This is an optimization exercise on Yosys and OpenROAD, whose aim is small area, a short achievable clock period and few clock cycles, not a production implementation. RTL that was checked went through simulation tests only; none was proved equivalent to the original. For runs 3 to 5, only the layout was checked, not whether the RTL still works.

`design.v`:
```
module fzac_coder (
    input  wire        clk,
    input  wire        rst,
    input  wire        cmd_valid,
    output wire        cmd_ready,
    input  wire [7:0]  cmd_op,
    input  wire [31:0] cmd_a0,
    input  wire [31:0] cmd_a1,
    input  wire [31:0] cmd_a2,
    output reg         rsp_valid,
    output reg  [2:0]  rsp_err,
    output reg  [31:0] rsp_res,
    output wire        out_valid,
    input  wire        out_ready,
    output wire [7:0]  out_data,
    input  wire        in_valid,
    output wire        in_ready,
    input  wire [7:0]  in_data,
    input  wire        in_end
);
    localparam [7:0] OP_NOP          = 8'h00;
    localparam [7:0] OP_SOFT_RESET   = 8'h01;
    localparam [7:0] OP_ENC_START    = 8'h10;
    localparam [7:0] OP_ENC_INTERVAL = 8'h11;
    localparam [7:0] OP_ENC_CLOSE    = 8'h12;
    localparam [7:0] OP_DEC_START    = 8'h20;
    localparam [7:0] OP_DEC_COUNT    = 8'h21;
    localparam [7:0] OP_DEC_REMOVE   = 8'h22;
    localparam [2:0] E_OK       = 3'd0;
    localparam [2:0] E_ILLEGAL  = 3'd1;
    localparam [2:0] E_PROTOCOL = 3'd2;
    localparam [2:0] E_INTERVAL = 3'd3;
    localparam [2:0] E_DESYNC   = 3'd4;
    localparam [26:0] TOP_VALUE     = 27'h7FFFFFF;
    localparam [1:0] M_IDLE = 2'd0;
    localparam [1:0] M_ENC  = 2'd1;
    localparam [1:0] M_DEC  = 2'd2;
    localparam [3:0] S_IDLE    = 4'd0;
    localparam [3:0] S_ITER    = 4'd1;
    localparam [3:0] S_FIN     = 4'd2;
    localparam [3:0] S_FIN2    = 4'd3;
    localparam [3:0] S_ERENORM = 4'd4;
    localparam [3:0] S_FOLLOW  = 4'd5;
    localparam [3:0] S_DRENORM = 4'd6;
    localparam [3:0] S_PRIME   = 4'd7;
    localparam [3:0] S_CLOSE   = 4'd8;
    localparam [3:0] S_PAD     = 4'd9;
    localparam [3:0] S_CDRAIN  = 4'd10;
    localparam [3:0] S_SDRAIN  = 4'd11;
    localparam [1:0] C_EINT = 2'd0;
    localparam [1:0] C_DCNT = 2'd1;
    localparam [1:0] C_DREM = 2'd2;
    reg [3:0]  state;
    reg [1:0]  mode;
    reg        closed;
    reg        eos;
    reg        closing;
    reg [1:0]  cop;
    reg        pend;
    reg        cmd_ready_r;
    reg [7:0]  op_r;
    reg [25:0] a0r;           
    reg [27:0] a1r;           
    reg [27:0] a2r;           
    reg        f0, f1, f2;    
    reg [26:0] low, high, value;
    reg [15:0] btf;
    reg        fbit;
    reg [6:0]  oacc;
    reg [2:0]  ocnt;
    reg [7:0]  obuf;
    reg        obuf_v;
    reg [7:0]  ib;
    reg [3:0]  icnt;
    reg [7:0]  nb;
    reg        nbv;
    reg        in_ready_r;
    reg        in_end_r;
    reg [4:0]  vbits;
    reg [4:0]  pcnt;
    reg [27:0] qh, qph;       
    reg [26:0] ql, qpl;       
    reg [26:0] acch;
    reg [24:0] accl;
    reg [4:0]  cnt;
    assign cmd_ready = cmd_ready_r;
    assign out_valid = obuf_v;
    assign out_data  = obuf;
    assign in_ready  = in_ready_r;
    wire l_ok = !f0 && !f1 && !f2 && (a0r < a1r[25:0]) && (a1r[25:0] <= a2r[25:0]) &&
                (a2r[25:0] <= 26'h2000000);
    wire t_ok = !f2 && (a2r[25:0] != 26'd0) && (a2r[25:0] <= 26'h2000000);
    wire [27:0] range = {1'b0, high} - {1'b0, low} + 28'd1;
    wire [27:0] vcnt  = {1'b0, value} - {1'b0, low} + 28'd1;
    wire [27:0] t0  = {2'b00, a2r[25:0]};
    wire        z16 = (t0[27:12] == 16'd0);
    wire [27:0] t1  = z16 ? {t0[11:0], 16'd0} : t0;
    wire        z8  = (t1[27:20] == 8'd0);
    wire [27:0] t2  = z8 ? {t1[19:0], 8'd0} : t1;
    wire        z4  = (t2[27:24] == 4'd0);
    wire [27:0] t3  = z4 ? {t2[23:0], 4'd0} : t2;
    wire        z2  = (t3[27:26] == 2'd0);
    wire [27:0] t4  = z2 ? {t3[25:0], 2'd0} : t3;
    wire        z1  = !t4[27];
    wire [27:0] tn  = z1 ? {t4[26:0], 1'b0} : t4;
    wire [4:0]  tsteps = 5'd28 - {z16, z8, z4, z2, z1};
    wire        rz2 = (range[27:26] == 2'd0);
    wire        rz1 = !range[27] && range[26];
    wire [27:0] rn  = rz2 ? {range[25:0], 2'd0} : rz1 ? {range[26:0], 1'b0} : range;
    wire [4:0]  rsteps = rz2 ? 5'd26 : rz1 ? 5'd27 : 5'd28;
    wire        mbit = qh[27];
    wire [29:0] ah  = {2'b00, acch, 1'b0};
    wire [29:0] bh  = mbit ? {2'b00, a1r} : 30'd0;
    wire [29:0] nd1 = ~{2'b00, a2r};
    wire [29:0] nd2 = ~{1'b0, a2r, 1'b0};
    wire [29:0] sh  = ah + bh;
    wire [29:0] uh1 = ah ^ bh ^ nd1;
    wire [29:0] vh1 = (ah & bh) | (ah & nd1) | (bh & nd1);
    wire [29:0] uh2 = ah ^ bh ^ nd2;
    wire [29:0] vh2 = (ah & bh) | (ah & nd2) | (bh & nd2);
    wire [29:0] xh1 = uh1 + {vh1[28:0], 1'b1};
    wire [29:0] xh2 = uh2 + {vh2[28:0], 1'b1};
    wire        dh2  = !xh2[29];
    wire        dh1  = !xh1[29];
    wire [26:0] acch_nx = dh2 ? xh2[26:0] : dh1 ? xh1[26:0] : sh[26:0];
    wire [27:0] qh_nx   = {dh2 ? qph[26:0] : qh[26:0], dh1 && !dh2};
    wire [27:0] qph_nx  = {(dh1 || dh2) ? qph[26:0] : qh[26:0], !(dh1 && !dh2)};
    wire [27:0] al  = {2'b00, accl, 1'b0};
    wire [27:0] bl  = mbit ? {3'b000, a0r[24:0]} : 28'd0;
    wire [27:0] ne1 = ~{2'b00, a2r[25:0]};
    wire [27:0] ne2 = ~{1'b0, a2r[25:0], 1'b0};
    wire [27:0] sl  = al + bl;
    wire [27:0] ul1 = al ^ bl ^ ne1;
    wire [27:0] vl1 = (al & bl) | (al & ne1) | (bl & ne1);
    wire [27:0] ul2 = al ^ bl ^ ne2;
    wire [27:0] vl2 = (al & bl) | (al & ne2) | (bl & ne2);
    wire [27:0] xl1 = ul1 + {vl1[26:0], 1'b1};
    wire [27:0] xl2 = ul2 + {vl2[26:0], 1'b1};
    wire        dl2  = !xl2[27];
    wire        dl1  = !xl1[27];
    wire [24:0] accl_nx = dl2 ? xl2[24:0] : dl1 ? xl1[24:0] : sl[24:0];
    wire [26:0] ql_nx   = {dl2 ? qpl[25:0] : ql[25:0], dl1 && !dl2};
    wire [26:0] qpl_nx  = {(dl1 || dl2) ? qpl[25:0] : ql[25:0], !(dl1 && !dl2)};
    wire [26:0] nl_w = low + ql;
    wire [27:0] nh_full = {1'b0, low} + qh - 28'd1;
    wire [26:0] nh_w = nh_full[26:0];
    wire e1 = !high[26];
    wire e2 = low[26];
    wire e3 = (low[26:25] == 2'b01) && (high[26:25] == 2'b10);
    wire eany = e1 || e2 || e3;
    wire put_full = (ocnt == 3'd7);
    wire can_put  = !put_full || !obuf_v;
    wire ib_have  = (icnt != 4'd0);
    wire bit_ok   = ib_have || nbv || in_end_r;
    wire bit_val  = ib_have ? ib[7] : (nbv ? nb[7] : 1'b0);
    wire bit_virt = !ib_have && !nbv;
    wire idle_like = (state == S_IDLE) || (state == S_ERENORM && !eany);
    wire [1:0] lo_nx = (e1 || e2) ? low[25:24]  : {1'b0, low[24]};
    wire [1:0] hi_nx = (e1 || e2) ? high[25:24] : {1'b1, high[24]};
    wire eany_nx = !hi_nx[1] || lo_nx[1] || (lo_nx == 2'b01 && hi_nx == 2'b10);
    wire eany_fin = !qh[26] || ql[26] || (ql[26:25] == 2'b01 && qh[26:25] == 2'b10);
    wire do_dec = idle_like && pend;
    task put_bit(input b);
        begin
            if (put_full) begin
                obuf   <= {oacc, b};
                obuf_v <= 1'b1;
                ocnt   <= 3'd0;
                oacc   <= 7'd0;
            end else begin
                oacc <= {oacc[5:0], b};
                ocnt <= ocnt + 3'd1;
            end
        end
    endtask
    task take_bit;
        begin
            if (ib_have) begin
                ib   <= {ib[6:0], 1'b0};
                icnt <= icnt - 4'd1;
            end else if (nbv) begin
                ib   <= {nb[6:0], 1'b0};
                icnt <= 4'd7;
                nbv  <= 1'b0;
            end else if (vbits != 5'd0) begin
                vbits <= vbits - 5'd1;
                if (vbits == 5'd1) eos <= 1'b1;
            end
        end
    endtask
    task respond(input [2:0] e);
        begin
            rsp_valid <= 1'b1;
            rsp_err   <= e;
            rsp_res   <= 32'd0;
        end
    endtask
    task release_cmd;
        begin
            pend        <= 1'b0;
            cmd_ready_r <= 1'b1;
        end
    endtask
    always @(posedge clk) begin
        if (rst) begin
            op_r <= 8'd0;
            a0r  <= 26'd0;
            f0   <= 1'b0;
            f1   <= 1'b0;
            f2   <= 1'b0;
            in_end_r <= 1'b0;
        end else begin
            in_end_r <= in_end;
            if (cmd_ready_r) begin
                op_r <= cmd_op;
                a0r  <= cmd_a0[25:0];
                f0   <= |cmd_a0[31:26];
                f1   <= |cmd_a1[31:26];
                f2   <= |cmd_a2[31:26];
            end
        end
    end
    always @(posedge clk) begin
        rsp_valid <= 1'b0;
        if (obuf_v && out_ready)
            obuf_v <= 1'b0;
        if (in_valid && in_ready_r) begin
            nb  <= in_data;
            nbv <= 1'b1;
            in_ready_r <= 1'b0;
        end
        if (rst) begin
            state   <= S_IDLE;
            mode    <= M_IDLE;
            closed  <= 1'b0;
            eos     <= 1'b0;
            closing <= 1'b0;
            cop     <= C_EINT;
            pend    <= 1'b0;
            cmd_ready_r <= 1'b1;
            a1r     <= 28'd0;
            a2r     <= 28'd0;
            low     <= 27'd0;
            high    <= TOP_VALUE;
            value   <= 27'd0;
            btf     <= 16'd0;
            fbit    <= 1'b0;
            oacc    <= 7'd0;
            ocnt    <= 3'd0;
            obuf    <= 8'd0;
            obuf_v  <= 1'b0;
            ib      <= 8'd0;
            icnt    <= 4'd0;
            nb      <= 8'd0;
            nbv     <= 1'b0;
            in_ready_r <= 1'b1;
            vbits   <= 5'd27;
            pcnt    <= 5'd0;
            rsp_err <= 3'd0;
            rsp_res <= 32'd0;
            qh      <= 28'd0;
            qph     <= 28'd0;
            ql      <= 27'd0;
            qpl     <= 27'd0;
            acch    <= 27'd0;
            accl    <= 25'd0;
            cnt     <= 5'd0;
        end else begin
            if (cmd_ready_r) begin
                a1r <= {2'b00, cmd_a1[25:0]};
                a2r <= {2'b00, cmd_a2[25:0]};
                if (cmd_valid) begin
                    pend        <= 1'b1;
                    cmd_ready_r <= 1'b0;
                end
            end
            if (do_dec) begin
                state <= S_IDLE;
                case (op_r)
                    OP_NOP: begin
                        respond(E_OK);
                        release_cmd;
                    end
                    OP_SOFT_RESET: begin
                        release_cmd;
                        state <= S_SDRAIN;
                    end
                    OP_ENC_START: begin
                        release_cmd;
                        if (mode != M_IDLE) begin
                            respond(E_PROTOCOL);
                        end else begin
                            respond(E_OK);
                            mode   <= M_ENC;
                            closed <= 1'b0;
                            low    <= 27'd0;
                            high   <= TOP_VALUE;
                            btf    <= 16'd0;
                            oacc   <= 7'd0;
                            ocnt   <= 3'd0;
                        end
                    end
                    OP_DEC_START: begin
                        release_cmd;
                        if (mode != M_IDLE) begin
                            respond(E_PROTOCOL);
                        end else begin
                            mode  <= M_DEC;
                            low   <= 27'd0;
                            high  <= TOP_VALUE;
                            value <= 27'd0;
                            vbits <= 5'd27;
                            eos   <= 1'b0;
                            icnt  <= 4'd0;
                            nbv   <= 1'b0;
                            in_ready_r <= 1'b1;
                            pcnt  <= 5'd27;
                            state <= S_PRIME;
                        end
                    end
                    OP_ENC_INTERVAL: begin
                        if (mode != M_ENC || closed) begin
                            respond(E_PROTOCOL); release_cmd;
                        end else if (!l_ok) begin
                            respond(E_INTERVAL); release_cmd;
                        end else begin
                            respond(E_OK);
                            cop   <= C_EINT;
                            qh    <= rn;
                            qph   <= rn;
                            ql    <= 27'd0;
                            qpl   <= 27'd0;
                            acch  <= 27'd0;
                            accl  <= 25'd0;
                            cnt   <= rsteps;
                            state <= S_ITER;
                        end
                    end
                    OP_ENC_CLOSE: begin
                        release_cmd;
                        if (mode != M_ENC || closed) begin
                            respond(E_PROTOCOL);
                        end else begin
                            btf     <= btf + 16'd1;
                            closing <= 1'b1;
                            state   <= S_CLOSE;
                        end
                    end
                    OP_DEC_COUNT: begin
                        if (mode != M_DEC || eos) begin
                            respond(E_PROTOCOL); release_cmd;
                        end else if (!t_ok) begin
                            respond(E_INTERVAL); release_cmd;
                        end else begin
                            cop   <= C_DCNT;
                            a1r   <= vcnt;
                            a2r   <= range;
                            qh    <= tn;
                            qph   <= tn;
                            ql    <= 27'd0;
                            qpl   <= 27'd0;
                            acch  <= 27'd0;
                            accl  <= 25'd0;
                            cnt   <= tsteps;
                            state <= S_ITER;
                        end
                    end
                    OP_DEC_REMOVE: begin
                        if (mode != M_DEC || eos) begin
                            respond(E_PROTOCOL); release_cmd;
                        end else if (!l_ok) begin
                            respond(E_INTERVAL); release_cmd;
                        end else begin
                            cop   <= C_DREM;
                            qh    <= rn;
                            qph   <= rn;
                            ql    <= 27'd0;
                            qpl   <= 27'd0;
                            acch  <= 27'd0;
                            accl  <= 25'd0;
                            cnt   <= rsteps;
                            state <= S_ITER;
                        end
                    end
                    default: begin
                        respond(E_ILLEGAL);
                        release_cmd;
                    end
                endcase
            end else begin
                case (state)
                    S_IDLE: ;
                    S_ITER: begin
                        acch <= acch_nx;
                        qh   <= qh_nx;
                        qph  <= qph_nx;
                        accl <= accl_nx;
                        ql   <= ql_nx;
                        qpl  <= qpl_nx;
                        cnt  <= cnt - 5'd1;
                        if (cnt == 5'd1)
                            state <= S_FIN;
                    end
                    S_FIN: begin
                        release_cmd;
                        case (cop)
                            C_EINT: begin
                                low   <= nl_w;
                                high  <= nh_w;
                                state <= S_ERENORM;
                            end
                            C_DCNT: begin
                                rsp_valid <= 1'b1;
                                rsp_err   <= E_OK;
                                rsp_res   <= {4'd0, qh - {27'd0, (acch == 27'd0)}};
                                state     <= S_IDLE;
                            end
                            default: begin
                                ql    <= nl_w;
                                qh    <= {1'b0, nh_w};
                                state <= S_FIN2;
                            end
                        endcase
                    end
                    S_FIN2: begin
                        if (value < ql || value > qh[26:0]) begin
                            respond(E_DESYNC);
                            state <= S_IDLE;
                        end else begin
                            low   <= ql;
                            high  <= qh[26:0];
                            if (eany_fin) begin
                                state <= S_DRENORM;
                            end else begin
                                respond(E_OK);
                                state <= S_IDLE;
                            end
                        end
                    end
                    S_ERENORM: begin
                        if (e1 || e2) begin
                            if (can_put) begin
                                put_bit(e2);
                                fbit <= !e2;
                                low  <= {low[25:0], 1'b0};
                                high <= {high[25:0], 1'b1};
                                if (btf != 16'd0)
                                    state <= S_FOLLOW;
                            end
                        end else if (e3) begin
                            btf  <= btf + 16'd1;
                            low  <= {1'b0, low[24:0], 1'b0};
                            high <= {1'b1, high[24:0], 1'b1};
                        end else begin
                            state <= S_IDLE;
                        end
                    end
                    S_FOLLOW: begin
                        if (btf == 16'd0) begin
                            state <= closing ? S_PAD : S_ERENORM;
                        end else if (can_put) begin
                            put_bit(fbit);
                            btf <= btf - 16'd1;
                            if (btf == 16'd1)
                                state <= closing ? S_PAD : S_ERENORM;
                        end
                    end
                    S_CLOSE: begin
                        if (can_put) begin
                            put_bit(low[26] | low[25]);
                            fbit  <= !(low[26] | low[25]);
                            state <= S_FOLLOW;
                        end
                    end
                    S_PAD: begin
                        if (ocnt == 3'd0) begin
                            state <= S_CDRAIN;
                        end else if (!obuf_v) begin
                            obuf   <= {oacc, 1'b0} << (3'd7 - ocnt);
                            obuf_v <= 1'b1;
                            oacc   <= 7'd0;
                            ocnt   <= 3'd0;
                            state  <= S_CDRAIN;
                        end
                    end
                    S_CDRAIN: begin
                        if (!obuf_v) begin
                            closed  <= 1'b1;
                            closing <= 1'b0;
                            respond(E_OK);
                            state   <= S_IDLE;
                        end
                    end
                    S_SDRAIN: begin
                        if (!obuf_v) begin
                            mode    <= M_IDLE;
                            closed  <= 1'b0;
                            closing <= 1'b0;
                            eos     <= 1'b0;
                            low     <= 27'd0;
                            high    <= TOP_VALUE;
                            value   <= 27'd0;
                            btf     <= 16'd0;
                            oacc    <= 7'd0;
                            ocnt    <= 3'd0;
                            icnt    <= 4'd0;
                            nbv     <= 1'b0;
                            in_ready_r <= 1'b1;
                            vbits   <= 5'd27;
                            respond(E_OK);
                            state   <= S_IDLE;
                        end
                    end
                    S_PRIME: begin
                        if (bit_ok) begin
                            value <= {value[25:0], bit_val};
                            pcnt  <= pcnt - 5'd1;
                            if (pcnt == 5'd1) begin
                                respond(E_OK);
                                state <= S_IDLE;
                            end
                            take_bit;
                            if (!ib_have && nbv) in_ready_r <= 1'b1;
                        end
                    end
                    S_DRENORM: begin
                        if (bit_ok) begin
                            if (!eany_nx) begin
                                respond(E_OK);
                                state <= S_IDLE;
                            end
                            if (e1 || e2) begin
                                low   <= {low[25:0], 1'b0};
                                high  <= {high[25:0], 1'b1};
                                value <= {value[25:0], bit_val};
                            end else begin
                                low   <= {1'b0, low[24:0], 1'b0};
                                high  <= {1'b1, high[24:0], 1'b1};
                                value <= {value[26], value[24:0], bit_val};
                            end
                            take_bit;
                            if (!ib_have && nbv) in_ready_r <= 1'b1;
                        end
                    end
                    default: state <= S_IDLE;
                endcase
            end
        end
    end
endmodule
```
`run.sh`:
```
#!/bin/bash
# synth_recipe.tcl (not shown) runs the flow's synth.tcl, then flattens the netlist and writes it again
# the make line also repeats each setting of config.mk as NAME=value (left out here)
make -C /OpenROAD-flow-scripts/flow DESIGN_CONFIG=/design/flow/config.mk WORK_HOME=/design/flow/orfs CLKGATE_MAP_FILE= SYNTH_SCRIPT=/design/flow/synth_recipe.tcl finish
```
`config.mk`:
```
export PLATFORM = sky130hd
export DESIGN_NAME = fzac_coder
export DESIGN_NICKNAME = fzac_coder
export VERILOG_FILES = /design/flow/design.v
export SDC_FILE = /design/flow/constraint.sdc
export NUM_CORES = 4
export LEC_CHECK = 0
export CAP_MARGIN = 20
export CORE_MARGIN = 2
export CORE_UTILIZATION = 40
export SLEW_MARGIN = 20
```
`constraint.sdc`:
```
create_clock -name core_clock -period 13.0 [get_ports {clk}]
set_input_delay 2.6000 -clock core_clock [delete_from_list [all_inputs] [get_ports {clk}]]
set_output_delay 2.6000 -clock core_clock [all_outputs]
set_load 0.01 [all_outputs]
```
==> reports/qor.txt, run 1 <==
Async SR Flop Fraction: 0%
Port Buffers: 160
CP max FO: 19
DP HPWL: 132900 um
Worst Path Arrival: 6.67 ns
Post-synth cell types: 96
Routed WL per cell: 24.49 um
Post-CTS setup repair buffer count: 0
DR pass1 iterations: 6
Initial antenna violation count: 6
Synth Register Bits: 452
Seq/Total Area, Yosys: 20.67%
Hold EP: obuf[5]
Post-Syn Area: 43770 um2
Max-slew violation count: 0
Worst-margin pin slew: 1.126 ns
Final-layout fill cell count: 10920
Worst clock skew: 0.04476 ns
Post-layout util: 45.00%
Synthesis-to-finish area growth: 11.76%
Die Height: 334.8 um
Crit-path max cell delay: 0.84 ns
Row count: 121
CTS sink count: 452
Final Cycle Share: 47.11%
Mean post-synth cell area: 7.741 um2
Largest net degree at the start of global routing: 149
R2r setup slk: 6.88 ns
CTS buffer count: 59
Inst Count DP: 7030
Gr ovfl total: 0
Gpl congestion: 1.006
Placed cell area: 46800 um2
Hold Path Stages: 2
Reg2reg start: low[0]
Core Area: 108700 um2
Synth Flop Type: dfxtp_1
I/O pin total: 165
Nets@finish: 6372
Total number of vias: 43680
Max cap viols: 0
Die X: 334.8 um
Setup violators final: 0
Cells after synthesis: 5654
Fin crit period: 6.124 ns
R2R depth: 15
Number of synthesized flops with an enable pin: 0
Outcome: complete, no violations
Slowest cell on crit path: a41oi_1
Crit path buf inv count: 1
CP required: 13.55 ns
Post-CTS Resized: 0
Die area: 112100 um2
# DRC: 0
Fin cells: 7140
Crit-path leading delay family: compound AO/OA/AOI/OAI gates
First-pass GRT wire length: 263100 um
Routed wire length: 174900 um
Cts hold-fix bufs: 0
Post-DRT Antenna Nets: 0
Critical path origin: low[0]
Hold crit path type: reg2reg
CTS Buffer Depth: 3
Reg-to-reg endpoint: qh[9]
H-tree levels: 2
Relative slew slack: 24.22%
Setup TNS: 0 ns
Root Driver: clkbuf_16
Worst Hold Launch: obuf[5]
DR iter-0 viols: 4743
RSZ-0062 raised after global routing: false
Final hold violation count: 0
Vias in the first global route: 41510
Yosys Warn Count: 1
Critical path launch point type: flip-flop
Setup CP Type: reg2reg
Crit path cell chain: inv_1 > ha_1 > ha_1 > fa_1 > a211oi_1 > o21ai_1 > a221o_1 > o31a_1 > a221oi_2 > o21ai_1 > a41oi_1 > nand2_1 > or3_1 > a31oi_1 > o21ai_0
Global Route Usage Sum: 30.46%
Share of layout cells above drive strength 1: 5.834%
CP Depth: 15
Clock slew at reported path FFs: 0.06 ns
FMAX: 163.3 MHz
Initial Util: 40.27%
Fin area: 48920 um2
Crit end category: flip-flop
Skew-Pair Late Insertion Delay: 0.72 ns
Avg Vias per Cell: 6.118
TritonCTS clock tree: built
==> routing by layer <==
| layer | GRT usage, % | up-vias | wire length [um] |
|---|---|---|---|
| met4 | 17.54 | 8 | 11470 |
| li1 | - | 20500 | - |
| met3 | 5.389 | 509 | 13810 |
| met5 | 0 | - | 52 |
| met1 | 39.46 | 20760 | 73160 |
| met2 | 47.54 | 1906 | 76380 |
==> worst max path at each step <==
stage	end
after floorplan	qph[16]
after global placement	acch[24]
after detailed placement	accl[24]
after CTS	acch[24]
after global routing	qh[9]
final	qh[9]
==> logic make-up (layout without fill, tap and decap cells) <==
| family | Yosys count | after routing | share of synthesized area (%) |
|---|---|---|---|
| AO/OA/AOI/OAI | 1760 | 1760 | 26.49 |
| XOR/XNOR | 250 | 250 | 5.003 |
| adder cells (fa/ha/maj) | 577 | 577 | 18.40 |
| buffers and inverters | 768 | 836 | 6.715 |
| flip-flops | 452 | 452 | 20.67 |
| multiplexers | 221 | 221 | 5.271 |
| other | 1 | 5 | 0.008568 |
| AND/OR/NAND/NOR | 1625 | 1625 | 17.44 |
==> sequential cells by signal, indices dropped and copies added (netlist names), 16 cells and up <==
signal,flops
accl,25
a2r,28
value,27
rsp_res,28
ql,27
qpl,26
btf,16
low,27
qh,28
qph,27
a0r,26
a1r,28
acch,27
high,27
==> Yosys cell counts, types with 58 or more instances <==
library cell  count  area (um2)
a21oi_1         482        2412
inv_1           478        1794
nand2_1         475        1783
ha_1            466        5831
nor2_1          456        1712
dfxtp_1         452        9049
o21ai_0         333        1667
clkbuf_1        236       885.9
xnor2_1         166        1454
nand3_1         160       800.8
mux2i_1         157        1572
a21o_1          142        1066
a211oi_1        135        1013
nor3_1          125       625.6
fa_1            111        2222
xor2_1           84       735.7
a22oi_1          83       623.1
mux2_2           62       698.2
nand2b_1         61       381.6
or3_1            60       375.4
a221oi_1         58       508.0
==> area by class of cell <==
class / instances / area [um2] / area share (%)
Tap cell: 1414 / 1769 / 3.617
Clock inverter: 26 / 400.4 / 0.8185
Multi-Input combinational cell: 4437 / 31920 / 65.26
Clock buffer: 83 / 1707 / 3.489
Timing Repair Buffer: 243 / 2242 / 4.584
Antenna cell: 1 / 2.502 / 0.005116
Inverter: 484 / 1817 / 3.714
Sequential cell: 452 / 9054 / 18.51
==> through the flow <==
step           worst slack, ns  hold slack, ns
6_report                 6.876          0.4533
3_3_place_gp             7.147          0.4420
3_5_place_dp             6.954          0.4491
2_1_floorplan            8.192          0.4300
4_1_cts                  7.011          0.4576
5_1_grt                  6.508          0.4811
==> cells in the final DEF (no fill, tap or decap), types with 159 or more instances in the layout <==
| cell type | count |
|---|---|
| dfxtp_1 | 450 |
| inv_1 | 478 |
| nor2_1 | 450 |
| xnor2_1 | 166 |
| nand2_1 | 474 |
| nand3_1 | 160 |
| clkdlybuf4s50_1 | 159 |
| ha_1 | 466 |
| o21ai_0 | 331 |
| a21oi_1 | 481 |
==> tightest hold or removal path, cell delays in order, from the launching register on <==
cell and delay [ns]:
dfxtp_1 0.31, nand2_1 0.05, a21oi_1 0.05
Testbench counts, summed over its fixed seeds: cycles 365,057.
==> run 2: changes to the inputs <==
==> flow/run.sh (new file) <==
#!/bin/bash
# The standard layout, with ORFS timing repair aimed below the clock
# constraint (the SDC keeps the design's period) so the achieved period drops.
set -uo pipefail
MARGIN=8.5
bash standard.sh SETUP_SLACK_MARGIN=$MARGIN TNS_END_PERCENT=100 finish > make_finish.log 2>&1
==> standard.sh (new file) <==
#!/bin/bash
# synth_recipe.tcl (not shown) runs the flow's synth.tcl, then flattens the netlist and writes it again
# the make line also repeats each setting of config.mk as NAME=value (left out here)
make -C /OpenROAD-flow-scripts/flow DESIGN_CONFIG=/design/flow/config.mk WORK_HOME=/design/flow/orfs CLKGATE_MAP_FILE= SYNTH_SCRIPT=/design/flow/synth_recipe.tcl "${@:-finish}"
removed: run.sh
==> run 2 against run 1 <==
Net effect: first-iteration DRC count shrank 4.9%; clock skew grew 0.013 ns; wire length grew 4.1%; maximum frequency grew 35%; sequential cell count is the same; synthesized area is the same; core utilization grew 1.9 points; die area is the same; highest routed layer unchanged.
==> reports/qor.txt, run 2 <==
Die X: 334.8 um (unchanged)
Synth Register Bits: 452 (unchanged)
Row count: 121 (unchanged)
Crit path cell chain: buf_12 > buf_12 > buf_16 > and2_2 > fa_2 > ha_4 > a21o_1 > a211o_1 > a21o_1 > o21ai_2 > a211oi_4 > a41o_2 > a31oi_4 > buf_12 > nor2b_4 > buf_4 > buf_12 > mux2_2 > a22oi_1 > o21ai_0 (was inv_1 > ha_1 > ha_1 > fa_1 > a211oi_1 > o21ai_1 > a221o_1 > o31a_1 > a221oi_2 > o21ai_1 > a41oi_1 > nand2_1 > or3_1 > a31oi_1 > o21ai_0)
Worst Path Arrival: 5.05 ns (was 6.67 ns)
Clock slew at reported path FFs: 0.07 ns (was 0.06 ns)
Die area: 112100 um2 (unchanged)
Synthesis-to-finish area growth: 16.48% (was 11.76%)
Post-synth top area share: 20.67% (unchanged)
Max cap viols: 0 (unchanged)
Core Area: 108700 um2 (unchanged)
Routed wire length: 182000 um (was 174900 um)
Gr ovfl total: 0 (unchanged)
Worst Hold Launch: obuf[0] (was obuf[5])
CTS Buffer Depth: 3 (unchanged)
Worst-margin pin slew: 1.291 ns (was 1.126 ns)
Vias in the first global route: 41960 (was 41510)
Setup violators final: 0 (unchanged)
R2r setup slk: 8.48 ns (was 6.88 ns)
Inst Count DP: 7019 (was 7030)
Crit end category: flip-flop (unchanged)
Post-synth cell types: 96 (unchanged)
Final-layout fill cell count: 10740 (was 10920)
FMAX: 221.1 MHz (was 163.3 MHz)
RSZ-0062 raised after global routing: true (was false)
Die Height: 334.8 um (unchanged)
Final Cycle Share: 34.79% (was 47.11%)
DP HPWL: 131100 um (was 132900 um)
Post-Syn Area: 43770 um2 (unchanged)
Initial Util: 40.27% (unchanged)
R2R depth: 20 (was 15)
Setup CP Type: reg2reg (unchanged)
Crit-path max cell delay: 0.37 ns (was 0.84 ns)
Final hold violation count: 0 (unchanged)
Root Driver: clkbuf_16 (unchanged)
Mean post-synth cell area: 7.741 um2 (unchanged)
CTS sink count: 452 (unchanged)
Fin worst setup slack: 8.477 ns (was 6.876 ns)
Crit path buf inv count: 6 (was 1)
Worst clock skew: 0.05821 ns (was 0.04476 ns)
Fin cells: 7242 (was 7140)
Place WS: 6.803 ns (was 6.954 ns)
Routed WL per cell: 25.13 um (was 24.49 um)
Slowest cell on crit path: dfxtp_4 (was a41oi_1)
Number of synthesized flops with an enable pin: 0 (unchanged)
Total number of vias: 44900 (was 43680)
Critical path origin: qh[27] (was low[0])
Skew-Pair Late Insertion Delay: 0.70 ns (was 0.72 ns)
CTS buffer count: 57 (was 59)
Avg Vias per Cell: 6.200 (was 6.118)
CP required: 13.53 ns (was 13.55 ns)
Largest area contributor in the netlist: dfxtp_1 (unchanged)
Critical path launch point type: flip-flop (unchanged)
Cts hold-fix bufs: 0 (unchanged)
Largest cells by area after synthesis: dfxtp_1, ha_1, a21oi_1 (unchanged)
Most frequent cells in the layout: a21oi_1, nand2_1, inv_1 (was a21oi_1, inv_1, nand2_1)
Largest net degree at the start of global routing: 133 (was 149)
Cells after synthesis: 5654 (unchanged)
Reg-to-reg endpoint: qph[10] (was qh[9])
Outcome: complete, no violations (unchanged)
Max-slew violation count: 0 (unchanged)
Fin crit period: 4.523 ns (was 6.124 ns)
Yosys Warn Count: 1 (unchanged)
H-tree levels: 2 (unchanged)
Initial antenna violation count: 4 (was 6)
Most common cell in the netlist: a21oi_1 (unchanged)
I/O pin total: 165 (unchanged)
Async SR Flop Fraction: 0% (unchanged)
Global Route Usage Sum: 31.04% (was 30.46%)
Seq/Total Area, Yosys: 20.67% (unchanged)
Cell repeated most along the worst path: buf_12
DR pass1 iterations: 9 (was 6)
Synth cell count leaders: a21oi_1, inv_1, nand2_1, ha_1, nor2_1 (unchanged)
Gpl congestion: 0.9989 (was 1.006)
Hold Path Stages: 2 (unchanged)
# DRC: 0 (unchanged)
Relative slew slack: 13.12% (was 24.22%)
CP max FO: 25 (was 19)
Setup TNS: 0 ns (unchanged)
Nets@finish: 6484 (was 6372)
Post-DRT Antenna Nets: 0 (unchanged)
TritonCTS clock tree: built (unchanged)
Synth Flop Type: dfxtp_1 (unchanged)
Port Buffers: 160 (unchanged)
Share of layout cells above drive strength 1: 10.50% (was 5.834%)
Hold crit path type: reg2reg (unchanged)
First-pass GRT wire length: 266000 um (was 263100 um)
Hold EP: obuf[0] (was obuf[5])
DR iter-0 viols: 4512 (was 4743)
Reg2reg start: qh[27] (was low[0])
Most common cell after layout, fill and taps aside: a21oi_1 (unchanged)
Crit-path leading delay family: compound AO/OA/AOI/OAI gates (unchanged)
-- run 2: timing repair --
item | in CTS | in global routing
buffers inserted | 51 | 59
pin swaps | 15 | 38
endpoints found under the setup margin | 214 | 154
cloned | 13 | 2
hold endpoints to repair | 0 | 0
resized for setup | 143 | 140
-- run 2: worst max path at each step --
stage | slack, ns | endpoint | cells after the start
2_1_floorplan | 8.50 | qpl[10] | 19
3_3_place_gp | 6.90 | qph[15] | 17
3_5_place_dp | 6.80 | qph[8] | 17
4_1_cts | 8.31 | qph[13] | 5
5_1_grt | 8.42 | qph[21] | 20
6_report | 8.48 | qph[10] | 20
-- run 2: per-stage QoR --
| stage | hold slack, ns | utilization, % | instance area [um2] |
|---|---|---|---|
| floorplan | 0.4300 | - | 43800 |
| global placement | 0.4432 | 42.97 | 46710 |
| detailed placement | 0.4486 | 42.97 | 46710 |
| CTS | 0.4569 | 45.87 | 49870 |
| global route | 0.4763 | 46.90 | 50980 |
| finish | 0.4523 | 46.90 | 50980 |
-- run 2: cells by family after synthesis --
kind of cell | count (synthesis) | share of synthesized area (%)
DFF | 452 | 20.67
AOI/OAI and AO/OA | 1760 | 26.49
and+or+nand+nor | 1625 | 17.44
buffers and inverters | 768 | 6.715
adders and majority gates | 577 | 18.40
xor gates and xnor gates | 250 | 5.003
muxes | 221 | 5.271
other | 1 | 0.008568
-- run 2: layout make-up --
class                           count  area (um2)  area share, %
Multi-Input combinational cell   4438       32850          64.44
Sequential cell                   452        9116          17.88
Timing Repair Buffer              356        3581          7.024
Inverter                          484        1887          3.701
Tap cell                         1414        1769          3.470
Clock buffer                       76        1568          3.075
Clock inverter                     20       205.2         0.4025
Antenna cell                        2       5.005       0.009816
-- run 2: routing by layer --
metal	vias to the layer above	global-route usage, %	part of all wire, %
li1	20750	-	-
met1	21460	40.20	41
met2	2177	47.52	43
met3	499	6.280	9.1
met4	8	18.62	6.6
met5	-	0	0.053
-- run 2: tightest hold or removal path, cell delays in order, from the launching register on --
cell,delay [ns]
dfxtp_1,0.31
nand2_1,0.05
a21oi_1,0.05
==> run 3: changes to the inputs <==
--- a/design.v
+++ b/design.v
@@ -313,6 +313,8 @@
                             eos   <= 1'b0;
                             icnt  <= 4'd0;
-                            nbv   <= 1'b0;
-                            in_ready_r <= 1'b1;
+                            if (!(in_valid && in_ready_r)) begin
+                                nbv        <= 1'b0;
+                                in_ready_r <= 1'b1;
+                            end
                             pcnt  <= 5'd27;
                             state <= S_PRIME;
--- a/config.mk
+++ b/config.mk
@@ -6,4 +6,5 @@
 export NUM_CORES = 4
 export LEC_CHECK = 0
+export ABC_AREA = 1
 export CAP_MARGIN = 20
 export CORE_MARGIN = 2
==> run 3 against run 2 <==
Net effect: hold slack gained 0.0037 ns; die area rose by 0.51%; sequential share of layout area grew 0.36 points; worst setup slack better by 0.13 ns; via count up 4.5%; synthesized area up 0.51%; sequential cell count did not move; critical path depth shrank 14; core utilization is 1.3 points lower; critical endpoint is now a1r[14]; largest cell class unchanged.
==> reports/qor.txt, run 3 <==
Outcome: complete, no violations (unchanged)
Mean post-synth cell area: 6.630 um2 (was 7.741 um2)
FMAX: 227.5 MHz (was 221.1 MHz)
Gr ovfl total: 0 (unchanged)
Yosys Warn Count: 1 (unchanged)
Synth cell count leaders: nand2_1, inv_1, a21oi_1, nor2_1, o21ai_0 (was a21oi_1, inv_1, nand2_1, ha_1, nor2_1)
Share of layout cells above drive strength 1: 5.863% (was 10.50%)
Synth Flop Type: dfxtp_1 (unchanged)
Setup TNS: 0 ns (unchanged)
First-pass GRT wire length: 268800 um (was 266000 um)
Largest area contributor in the netlist: dfxtp_1 (unchanged)
Avg Vias per Cell: 5.743 (was 6.200)
Hold EP: ib[1] (was obuf[0])
Largest net degree at the start of global routing: 110 (was 133)
Max cap viols: 0 (unchanged)
Worst hold margin: 0.4560 ns (was 0.4523 ns)
Fin crit period: 4.396 ns (was 4.523 ns)
Relative slew slack: 33.96% (was 13.12%)
Global Route Usage Sum: 30.91% (was 31.04%)
CTS Buffer Depth: 3 (unchanged)
Post-Syn Area: 43990 um2 (was 43770 um2)
Initial Util: 40.36% (was 40.27%)
Number of synthesized flops with an enable pin: 0 (unchanged)
Skew-Pair Late Insertion Delay: 0.70 ns (about the same)
Core Area: 109000 um2 (was 108700 um2)
I/O pin total: 165 (unchanged)
Worst clock skew: 0.03726 ns (was 0.05821 ns)
Final Cycle Share: 33.82% (was 34.79%)
Most frequent cells in the layout: nand2_1, inv_1, a21oi_1 (was a21oi_1, nand2_1, inv_1)
Critical path origin: rst (was qh[27])
Critical path launch point type: input pin (was flip-flop)
Root Driver: clkbuf_16 (unchanged)
Synthesis-to-finish area growth: 12.92% (was 16.48%)
Die X: 335.6 um (was 334.8 um)
Hold Path Stages: 2 (unchanged)
Async SR Flop Fraction: 0% (unchanged)
Crit end category: flip-flop (unchanged)
Most common cell after layout, fill and taps aside: nand2_1 (was a21oi_1)
CP required: 13.60 ns (was 13.53 ns)
Largest cells by area after synthesis: dfxtp_1, ha_1, nand2_1 (was dfxtp_1, ha_1, a21oi_1)
Vias in the first global route: 43880 (was 41960)
Worst Hold Launch: nb[0] (was obuf[0])
Cts hold-fix bufs: 0 (unchanged)
Routed wire length: 180700 um (was 182000 um)
Post-synth top area share: 20.57% (was 20.67%)
Hold crit path type: reg2reg (unchanged)
CTS buffer count: 58 (was 57)
Port Buffers: 160 (unchanged)
Inst Count DP: 8011 (was 7019)
Most common cell in the netlist: nand2_1 (was a21oi_1)
CTS sink count: 452 (unchanged)
H-tree levels: 2 (unchanged)
Post-DRT Antenna Nets: 0 (unchanged)
TritonCTS clock tree: built (unchanged)
Post-synth cell types: 69 (was 96)
DP HPWL: 135800 um (was 131100 um)
Worst Path Arrival: 5.00 ns (was 5.05 ns)
Seq/Total Area, Yosys: 20.57% (was 20.67%)
Clock slew at reported path FFs: 0.06 ns (was 0.07 ns)
DR iter-0 viols: 4650 (was 4512)
Reg2reg start: qh[27] (unchanged)
Setup violators final: 0 (unchanged)
Synth Register Bits: 452 (unchanged)
Cells after synthesis: 6636 (was 5654)
R2r setup slk: 8.63 ns (was 8.48 ns)
Post-layout util: 45.58% (was 46.90%)
Routed WL per cell: 22.12 um (was 25.13 um)
# DRC: 0 (unchanged)
Nets@finish: 7405 (was 6484)
Total number of vias: 46920 (was 44900)
Initial antenna violation count: 5 (was 4)
R2R depth: 19 (was 20)
Die Height: 335.6 um (was 334.8 um)
Row count: 121 (unchanged)
Max-slew violation count: 0 (unchanged)
CP max FO: 80 (was 25)
Final hold violation count: 0 (unchanged)
Fin cells: 8169 (was 7242)
Gpl congestion: 0.9907 (was 0.9989)
Die area: 112700 um2 (was 112100 um2)
Worst-margin pin slew: 0.9830 ns (was 1.291 ns)
RSZ-0062 raised after global routing: false (was true)
Setup CP Type: in2reg (was reg2reg)
Reg-to-reg endpoint: acch[14] (was qph[10])
DR pass1 iterations: 9 (unchanged)
==> run 3: cells by family after synthesis <==
logic type	after synthesis	synth area share, %
DFF	452	20.57
AOI/OAI and AO/OA	1770	22.96
other	1	0.008524
and+or+nand+nor	2447	23.39
buffers and inverters	1160	10.20
adders and majority gates	577	18.30
xor gates and xnor gates	229	4.576
==> run 3: worst max-delay path by stage <==
stage / slack (ns) / depth (start not counted) / endpoint
floorplan: 9.24 / 23 / acch[13]
global placement: 6.74 / 18 / accl[12]
detailed placement: 6.60 / 18 / accl[14]
CTS: 8.48 / 16 / rsp_res[27]
global route: 8.48 / 19 / acch[0]
finish: 8.60 / 6 / a1r[14]
==> run 3: what timing repair did <==
item | 4_1_cts | 5_1_grt
cloned | 5 | 6
endpoints found under the hold margin | 0 | 0
setup endpoints to repair | 268 | 199
pin swaps | 5 | 13
buffers inserted | 10 | 32
gates resized for setup | 64 | 49
==> run 3: per-layer routing <==
| layer | up-vias | wire [um] | GRT usage, % | share of wire [%] |
|---|---|---|---|---|
| met4 | 7 | 10370 | 16.27 | 5.7 |
| met5 | - | 45 | 0 | 0.025 |
| met3 | 408 | 15510 | 4.759 | 8.6 |
| met2 | 2098 | 78140 | 48.55 | 43 |
| met1 | 21920 | 76590 | 40.75 | 42 |
| li1 | 22480 | - | - | - |
==> run 3: final cells by class <==
class                   instances  area (um2)
repair inverters                5       37.54
multi-input cells            5031       30830
repair buffers                264        2515
clock inverters                30       374.1
flip-flops and latches        452        9061
inverters                     898        3456
well taps                    1414        1769
diodes                          1       2.502
fillers                     11270       59320
clock buffers                  74        1633
==> run 3: per-stage QoR <==
stage | setup WS (ns) | area [um2]
global placement | 6.741 | 46780
detailed placement | 6.599 | 46780
finish | 8.604 | 49680
floorplan | 9.240 | 44010
CTS | 8.475 | 49160
global route | 8.477 | 49680
==> run 3: critical path: stages <==
cell	delay, ns
buf_8	0.25
inv_4	0.33
buf_6	0.50
buf_6	0.49
o21ai_0	0.47
a21oi_1	0.22
==> run 4: changes to the inputs <==
--- a/flow/run.sh
+++ b/flow/run.sh
@@ -3,4 +3,4 @@
 # constraint (the SDC keeps the design's period) so the achieved period drops.
 set -uo pipefail
-MARGIN=8.5
+MARGIN=9.0
 bash standard.sh SETUP_SLACK_MARGIN=$MARGIN TNS_END_PERCENT=100 finish > make_finish.log 2>&1
--- a/config.mk
+++ b/config.mk
@@ -6,5 +6,4 @@
 export NUM_CORES = 4
 export LEC_CHECK = 0
-export ABC_AREA = 1
 export CAP_MARGIN = 20
 export CORE_MARGIN = 2
==> run 4 against run 3 <==
Net effect: non-clock buffer count up 247; hold slack worse by 0.0054 ns; still clean; synthesized cell count down 15%; register-to-register slack better by 0.02 ns.
==> reports/qor.txt, run 4 <==
Relative slew slack: 28.42% (was 33.96%)
RSZ-0062 raised after global routing: true (was false)
Worst Path Arrival: 4.94 ns (was 5.00 ns)
Max cap viols: 0 (unchanged)
Area fraction in compound gates after synthesis: 26.92% (was 22.96%)
CTS buffer count: 58 (unchanged)
First-pass GRT wire length: 275000 um (was 268800 um)
Synth Flop Type: dfxtp_1 (unchanged)
Gpl congestion: 1.011 (was 0.9907)
Largest area contributor in the netlist: dfxtp_1 (unchanged)
CTS Buffer Depth: 3 (unchanged)
Number of synthesized flops with an enable pin: 0 (unchanged)
Avg Vias per Cell: 6.284 (was 5.743)
Met1 usage: 41.39% (was 40.75%)
CP max FO: 4 (was 80)
Fin area: 55780 um2 (was 49680 um2)
Clock slew at reported path FFs: 0.06 ns (about the same)
Hold crit path type: reg2reg (unchanged)
Largest cells by area after synthesis: dfxtp_1, ha_1, a21oi_1 (was dfxtp_1, ha_1, nand2_1)
Seq/Total Area, Yosys: 21.00% (was 20.57%)
# DRC: 0 (unchanged)
DP HPWL: 127600 um (was 135800 um)
H-tree levels: 2 (unchanged)
Mux share of post-synthesis cell area: 4.457% (was 0%)
Post-DRT Antenna Nets: 0 (unchanged)
Routed wire length: 189500 um (was 180700 um)
Synth Register Bits: 452 (unchanged)
Final Cycle Share: 33.50% (was 33.82%)
Share of layout cells above drive strength 1: 18.77% (was 5.863%)
Skew-Pair Late Insertion Delay: 0.70 ns (about the same)
Post-Syn Area: 43090 um2 (was 43990 um2)
Largest family of logic cells by synthesized area: compound AO/OA/AOI/OAI gates (was simple AND/OR/NAND/NOR gates)
Post-synth top area share: 21.00% (was 20.57%)
DR iter-0 viols: 5448 (was 4650)
Setup TNS: 0 ns (unchanged)
Mean post-synth cell area: 7.617 um2 (was 6.630 um2)
Largest net degree at the start of global routing: 92 (was 110)
Most common cell in the netlist: a21oi_1 (was nand2_1)
Final-layout fill cell count: 10010 (was 11270)
Most frequent cells in the layout: nand2_1, a21oi_1, nor2_1 (was nand2_1, inv_1, a21oi_1)
GR peak layer: met2 (unchanged)
Post-synth cell types: 98 (was 69)
Yosys Warn Count: 1 (unchanged)
DR pass1 iterations: 8 (was 9)
Nets@finish: 6651 (was 7405)
Row count: 120 (was 121)
Final hold violation count: 0 (unchanged)
Root Driver: clkbuf_16 (unchanged)
Fin crit period: 4.355 ns (was 4.396 ns)
Die X: 332.2 um (was 335.6 um)
Gr ovfl total: 0 (unchanged)
Die Height: 332.2 um (was 335.6 um)
FMAX: 229.6 MHz (was 227.5 MHz)
Synth Area in Adders: 18.71% (was 18.30%)
Placed cell area: 46150 um2 (was 46780 um2)
Initial antenna violation count: 2 (was 5)
Synth cell count leaders: a21oi_1, nand2_1, nor2_1, inv_1, ha_1 (was nand2_1, inv_1, a21oi_1, nor2_1, o21ai_0)
Crit path cell chain: nand2_2 > fa_1 > inv_1 > ha_1 > a211oi_4 > o21ai_2 > o41a_1 > a221o_1 > a221o_1 > a2111oi_4 > nor3_4 > a2111oi_2 > a2bb2oi_1 > a31oi_1 (was buf_8 > inv_4 > buf_6 > buf_6 > o21ai_0 > a21oi_1)
Synthesis-to-finish area growth: 29.45% (was 12.92%)
Crit-path max cell delay: 0.56 ns (was 0.50 ns)
Global Route Usage Sum: 32.37% (was 30.91%)
Cell repeated most along the worst path: a221o_1 (was buf_6)
Die area: 110400 um2 (was 112700 um2)
TritonCTS clock tree: built (unchanged)
I/O pin total: 165 (unchanged)
Crit end category: flip-flop (unchanged)
Post-synthesis simple-gate area fraction: 16.94% (was 23.39%)
Critical path launch point type: flip-flop (was input pin)
CP required: 13.58 ns (was 13.60 ns)
Async SR Flop Fraction: 0% (unchanged)
Post-Synth XOR/XNOR Area: 5.183% (was 4.576%)
Slowest cell on crit path: dfxtp_1 (was buf_6)
Outcome: complete, no violations (unchanged)
Core Area: 106900 um2 (was 109000 um2)
Setup CP Type: reg2reg (was in2reg)
Worst-margin pin slew: 1.070 ns (was 0.9830 ns)
Most common cell after layout, fill and taps aside: nand2_1 (unchanged)
Worst clock skew: 0.02004 ns (was 0.03726 ns)
Met3 global-route usage: 6.370% (was 4.759%)
Routed WL per cell: 25.58 um (was 22.12 um)
Setup violators final: 0 (unchanged)
Port Buffers: 160 (unchanged)
Met2 usage: 50.47% (was 48.55%)
Cells after synthesis: 5657 (was 6636)
Max-slew violation count: 0 (unchanged)
Initial Util: 40.31% (was 40.36%)
CTS sink count: 452 (unchanged)
Vias in the first global route: 43340 (was 43880)
Total number of vias: 46550 (was 46920)
==> run 4: cell types whose count changed after synthesis, moves of 41 or more <==
cell | before | now
a211oi_1 | 64 | 123
nand3_1 | 299 | 127
xor2_1 | 142 | 92
clkbuf_1 | 174 | 241
nand2_1 | 1300 | 538
nor2b_1 | 0 | 41
mux2i_1 | 0 | 168
xnor2_1 | 86 | 163
a21oi_1 | 814 | 546
nand2b_1 | 0 | 42
o21ai_0 | 495 | 395
inv_1 | 868 | 474
a21o_1 | 18 | 131
==> run 4: stage by stage <==
stage	std cells	setup slack [ns]	hold slack, ns	utilization, %
after floorplan	5660	8.937	0.4254	-
after global placement	7009	7.041	0.4372	43.17
after detailed placement	7009	6.938	0.4426	43.17
after CTS	7321	8.740	0.4541	49.87
after global routing	7406	8.535	0.4749	52.17
final	7407	8.645	0.4506	52.18
==> run 4: worst max-delay path, delay by kind of cell, from the launching register on <==
family                     cells  cell delay, ns
buffers and inverters          1            0.04
and+or+nand+nor                2            0.26
AOI/OAI and AO/OA              9            2.64
DFF                            1            0.56
adders and majority gates      2            0.72
==> run 4: worst paths after layout <==
kind / startpoint / end / slack [ns] / cells after the start
worst min register to register: rsp_res[21] / rsp_res[21] / 0.45 / 1
worst max register to register: a1r[5] / acch[26] / 8.65 / 14
worst min-delay path: rsp_res[21] / rsp_res[21] / 0.45 / 1
worst max-delay path: a1r[5] / acch[26] / 8.65 / 14
==> run 4: routing by layer <==
metal	vias to the layer above	share of wire [%]
met1	22220	39
met3	703	10
met2	2612	43
met5	-	0.0084
met4	2	7.2
li1	21020	-
==> run 4: cell families after synthesis <==
| logic type | count (synthesis) |
|---|---|
| fa+ha+maj | 578 |
| other cells | 1 |
| buf+inv | 763 |
| mux | 188 |
| compound gates | 1801 |
| xor+xnor | 255 |
| flops | 452 |
| simple gates | 1619 |
==> run 4: cell type report <==
type	count	area [um2]	area share, %
multi-input cells	4457	34910	62.59
diodes	1	2.502	0.004486
clock inverters	26	442.9	0.7941
clock buffers	81	1668	2.990
well taps	1403	1755	3.147
flip-flops and latches	452	9134	16.38
repair buffers	511	6000	10.76
inverters	476	1864	3.342
==> run 4: repair_timing <==
| action | 4_1_cts | 5_1_grt |
|---|---|---|
| hold buffers | 0 | 0 |
| setup buffers | 161 | 72 |
| setup endpoints to repair | 406 | 252 |
| hold endpoints to repair | 0 | 0 |
| resized for setup | 691 | 426 |
| gates cloned | 44 | 13 |
| pin swaps | 176 | 190 |
==> run 5: changes to the inputs <==
--- a/design.v
+++ b/design.v
@@ -110,15 +110,7 @@
     wire [4:0]  rsteps = rz2 ? 5'd26 : rz1 ? 5'd27 : 5'd28;
     wire        mbit = qh[27];
-    wire [29:0] ah  = {2'b00, acch, 1'b0};
-    wire [29:0] bh  = mbit ? {2'b00, a1r} : 30'd0;
-    wire [29:0] nd1 = ~{2'b00, a2r};
-    wire [29:0] nd2 = ~{1'b0, a2r, 1'b0};
-    wire [29:0] sh  = ah + bh;
-    wire [29:0] uh1 = ah ^ bh ^ nd1;
-    wire [29:0] vh1 = (ah & bh) | (ah & nd1) | (bh & nd1);
-    wire [29:0] uh2 = ah ^ bh ^ nd2;
-    wire [29:0] vh2 = (ah & bh) | (ah & nd2) | (bh & nd2);
-    wire [29:0] xh1 = uh1 + {vh1[28:0], 1'b1};
-    wire [29:0] xh2 = uh2 + {vh2[28:0], 1'b1};
+    wire [28:0] sh   = {1'b0, acch, 1'b0} + (mbit ? {1'b0, a1r} : 29'd0);
+    wire [29:0] xh1  = {1'b0, sh} - {2'b00, a2r};
+    wire [29:0] xh2  = {1'b0, sh} - {1'b0, a2r, 1'b0};
     wire        dh2  = !xh2[29];
     wire        dh1  = !xh1[29];
@@ -126,15 +118,7 @@
     wire [27:0] qh_nx   = {dh2 ? qph[26:0] : qh[26:0], dh1 && !dh2};
     wire [27:0] qph_nx  = {(dh1 || dh2) ? qph[26:0] : qh[26:0], !(dh1 && !dh2)};
-    wire [27:0] al  = {2'b00, accl, 1'b0};
-    wire [27:0] bl  = mbit ? {3'b000, a0r[24:0]} : 28'd0;
-    wire [27:0] ne1 = ~{2'b00, a2r[25:0]};
-    wire [27:0] ne2 = ~{1'b0, a2r[25:0], 1'b0};
-    wire [27:0] sl  = al + bl;
-    wire [27:0] ul1 = al ^ bl ^ ne1;
-    wire [27:0] vl1 = (al & bl) | (al & ne1) | (bl & ne1);
-    wire [27:0] ul2 = al ^ bl ^ ne2;
-    wire [27:0] vl2 = (al & bl) | (al & ne2) | (bl & ne2);
-    wire [27:0] xl1 = ul1 + {vl1[26:0], 1'b1};
-    wire [27:0] xl2 = ul2 + {vl2[26:0], 1'b1};
+    wire [26:0] sl   = {1'b0, accl, 1'b0} + (mbit ? {2'b00, a0r[24:0]} : 27'd0);
+    wire [27:0] xl1  = {1'b0, sl} - {2'b00, a2r[25:0]};
+    wire [27:0] xl2  = {1'b0, sl} - {1'b0, a2r[25:0], 1'b0};
     wire        dl2  = !xl2[27];
     wire        dl1  = !xl1[27];
@@ -313,8 +297,6 @@
                             eos   <= 1'b0;
                             icnt  <= 4'd0;
-                            if (!(in_valid && in_ready_r)) begin
-                                nbv        <= 1'b0;
-                                in_ready_r <= 1'b1;
-                            end
+                            nbv   <= 1'b0;
+                            in_ready_r <= 1'b1;
                             pcnt  <= 5'd27;
                             state <= S_PRIME;
==> run.sh (new file) <==
#!/bin/bash
# synth_recipe.tcl (not shown) runs the flow's synth.tcl, then flattens the netlist and writes it again
# the make line also repeats each setting of config.mk as NAME=value (left out here)
make -C /OpenROAD-flow-scripts/flow DESIGN_CONFIG=/design/flow/config.mk WORK_HOME=/design/flow/orfs CLKGATE_MAP_FILE= SYNTH_SCRIPT=/design/flow/synth_recipe.tcl finish
removed: flow/run.sh
removed: standard.sh
==> run 5 against run 4 <==
Net effect: largest cell class unchanged; design area down 19%; still clean; critical endpoint is now qh[0]; sequential cell count did not move; first-iteration DRC count fell by 27%; synthesized area shrank 6.6%; via count down 13%; wire length decreased by 19%; critical path depth grew 10; global-route usage decreased by 3.5 points; core utilization is 7.2 points lower; count of clock-buffer cells in the layout is 4 lower; hold slack worse by 0.0040 ns.
==> reports/qor.txt, run 5 <==
Routed wire length: 154400 um (was 189500 um)
CTS Buffer Depth: 3 (unchanged)
Async SR Flop Fraction: 0% (unchanged)
Outcome: complete, no violations (unchanged)
CP required: 13.51 ns (was 13.58 ns)
Post-synth cell types: 91 (was 98)
Initial antenna violation count: 1 (was 2)
CTS sink count: 452 (unchanged)
Cells after synthesis: 5243 (was 5657)
Core Area: 99860 um2 (was 106900 um2)
Nets@finish: 5828 (was 6651)
Worst-margin pin slew: 1.164 ns (was 1.070 ns)
Gpl congestion: 0.9711 (was 1.011)
Largest area contributor in the netlist: dfxtp_1 (unchanged)
Relative slew slack: 21.71% (was 28.42%)
Critical path launch point type: flip-flop (unchanged)
Yosys Warn Count: 1 (unchanged)
Port Buffers: 160 (unchanged)
TritonCTS clock tree: built (unchanged)
Setup TNS: 0 ns (unchanged)
Fin cells: 6583 (was 7407)
DP HPWL: 114300 um (was 127600 um)
Share of layout cells above drive strength 1: 4.977% (was 18.77%)
Post-CTS setup repair buffer count: 0 (was 161)
DR pass1 iterations: 9 (was 8)
Most common cell after layout, fill and taps aside: a21oi_1 (was nand2_1)
H-tree levels: 2 (unchanged)
Post-Syn Area: 40240 um2 (was 43090 um2)
Synth Flop Type: dfxtp_1 (unchanged)
Crit end category: flip-flop (unchanged)
Synth Register Bits: 452 (unchanged)
Setup CP Type: reg2reg (unchanged)
Gr ovfl total: 0 (unchanged)
Final hold violation count: 0 (unchanged)
Fin worst setup slack: 5.897 ns (was 8.645 ns)
Final-layout fill cell count: 10030 (was 10010)
Place WS: 6.003 ns (was 6.938 ns)
# DRC: 0 (unchanged)
Largest cells by area after synthesis: dfxtp_1, ha_1, a21oi_1 (unchanged)
Die X: 321.2 um (was 332.2 um)
Skew-Pair Late Insertion Delay: 0.68 ns (was 0.70 ns)
Root Driver: clkbuf_16 (unchanged)
Most common cell in the netlist: a21oi_1 (unchanged)
Worst clock skew: 0.03883 ns (was 0.02004 ns)
Die area: 103200 um2 (was 110400 um2)
Global Route Usage Sum: 28.87% (was 32.37%)
Vias in the first global route: 37310 (was 43340)
Clock slew at reported path FFs: 0.06 ns (about the same)
Seq/Total Area, Yosys: 22.48% (was 21.00%)
Most frequent cells in the layout: a21oi_1, nand2_1, ha_1 (was nand2_1, a21oi_1, nor2_1)
Initial Util: 40.30% (was 40.31%)
Final Cycle Share: 54.64% (was 33.50%)
Row count: 116 (was 120)
RSZ-0062 raised after global routing: false (was true)
Mean post-synth cell area: 7.676 um2 (was 7.617 um2)
Routed WL per cell: 23.45 um (was 25.58 um)
I/O pin total: 165 (unchanged)
Post-DRT Antenna Nets: 0 (unchanged)
Cts hold-fix bufs: 0 (unchanged)
CP max FO: 69 (was 4)
Setup violators final: 0 (unchanged)
Fin crit period: 7.103 ns (was 4.355 ns)
Die Height: 321.2 um (was 332.2 um)
Number of synthesized flops with an enable pin: 0 (unchanged)
Worst Path Arrival: 7.61 ns (was 4.94 ns)
Post-layout util: 45.02% (was 52.18%)
FMAX: 140.8 MHz (was 229.6 MHz)
Max cap viols: 0 (unchanged)
Largest net degree at the start of global routing: 89 (was 92)
Total number of vias: 40670 (was 46550)
Post-CTS Resized: 0 (was 691)
Avg Vias per Cell: 6.178 (was 6.284)
Max-slew violation count: 0 (unchanged)
First-pass GRT wire length: 232000 um (was 275000 um)
Post-synth top area share: 22.48% (was 21.00%)
Synthesis-to-finish area growth: 11.71% (was 29.45%)
Synth cell count leaders: a21oi_1, nand2_1, ha_1, nor2_1, dfxtp_1 (was a21oi_1, nand2_1, nor2_1, inv_1, ha_1)
CTS buffer count: 57 (was 58)
Inst Count DP: 6475 (was 7009)
DR iter-0 viols: 3985 (was 5448)
Hold crit path type: reg2reg (unchanged)
==> run 5: cell count changes after synthesis, sizes merged, moves of 26 or more <==
cell     before  now
nor2        512  453
o21ai       419  324
a21oi       546  491
nand2       538  472
o2bb2ai      27    1
fa          111   10
and2         36   72
inv         476  276
==> run 5: cells by family after synthesis <==
family | share of synthesized area [%]
AOI/OAI and AO/OA | 27.87
xor gates and xnor gates | 5.397
adders and majority gates | 14.89
buffers and inverters | 5.350
DFF | 22.48
muxes | 5.649
other | 0.009318
and+or+nand+nor | 18.35
==> run 5: final timing paths <==
check,from,slack [ns],to,cells past startpoint
max,qh[27],5.90,qh[0],24
min reg2reg,rsp_res[26],0.45,rsp_res[26],2
min,rsp_res[26],0.45,rsp_res[26],2
max reg2reg,qh[27],5.90,qh[0],24
==> run 5: layer usage <==
metal / vias up / GRT usage, % / part of all wire, %
met5: - / 0 / 0.0071
met4: 2 / 13.69 / 5.2
met1: 19310 / 38.28 / 43
met2: 1697 / 45.83 / 44
met3: 327 / 4.426 / 7.7
li1: 19340 / - / -
==> run 5: layout make-up <==
class	instances	area (um2)	share of cell area [%]
antenna	1	2.502	0.005566
inverter	279	1047	2.330
clock buffer	77	1652	3.674
timing repair buffer	217	2047	4.553
clock inverter	29	294.0	0.6540
multi-input combinational	4230	29240	65.03
sequential	452	9052	20.14
tap	1298	1624	3.613
==> run 5: worst max-delay path, cell delays in order, from the launching register on <==
cell       delay [ns]
dfxtp_1          0.49
buf_4            0.34
and2_1           0.18
ha_1             0.21
fa_1             0.42
a21o_1           0.18
a21oi_1          0.22
nor2b_1          0.10
a41o_1           0.28
o221ai_1         0.41
o22ai_1          0.20
o21a_1           0.20
nor2_1           0.13
xnor2_1          0.16
ha_1             0.38
and4_1           0.31
nand2_1          0.08
a211oi_1         0.38
o2111ai_1        0.22
a21oi_1          0.37
o32a_2           0.24
buf_4            0.63
nor2_1           0.21
a2111oi_0        0.47
a211oi_1         0.09
==> run 5: metrics by stage <==
stage,cell area [um2],hold slack [ns]
after CTS,44920,0.4496
after global placement,42970,0.4391
after floorplan,40260,0.4254
after global routing,44950,0.4647
final,44960,0.4466
after detailed placement,42970,0.4424

static timing again, ports no longer ideal:
How much do the figures lean on ideal ports? The routed layouts below were timed once more, with nothing changed but the port constraints.
Step 1 (the two cells are an assumption about what drives the block):
set clk [get_ports {clk}]
set_driving_cell -lib_cell sky130_fd_sc_hd__clkbuf_16 $clk
set_driving_cell -lib_cell sky130_fd_sc_hd__buf_2 [delete_from_list [all_inputs] $clk]
Step 2 times the ports against the registers' clock, not the clock port: input delays grow and output delays shrink by t, the midpoint of the rising clock arrivals with the driver on.
a / b / c = no drivers / after step 1 / after step 2; a / b = the first two.
run	t, ns	setup WS [ns]	worst setup path after step 2
run 1	0.772	6.876 / 6.876 / 6.876	register to register
run 2	0.752	8.477 / 8.477 / 7.862	input to register
run 3	0.762	8.604 / 8.558 / 7.879	input to register
run 4	0.767	8.645 / 8.645 / 8.245	input to register
run 5	0.736	5.897 / 5.897 / 5.897	register to register
After both steps setup and hold are still met in every run listed. For run 3, which loses most, drivers alone change the setup slack by -0.046 ns; drivers and shift together by -0.725 ns.
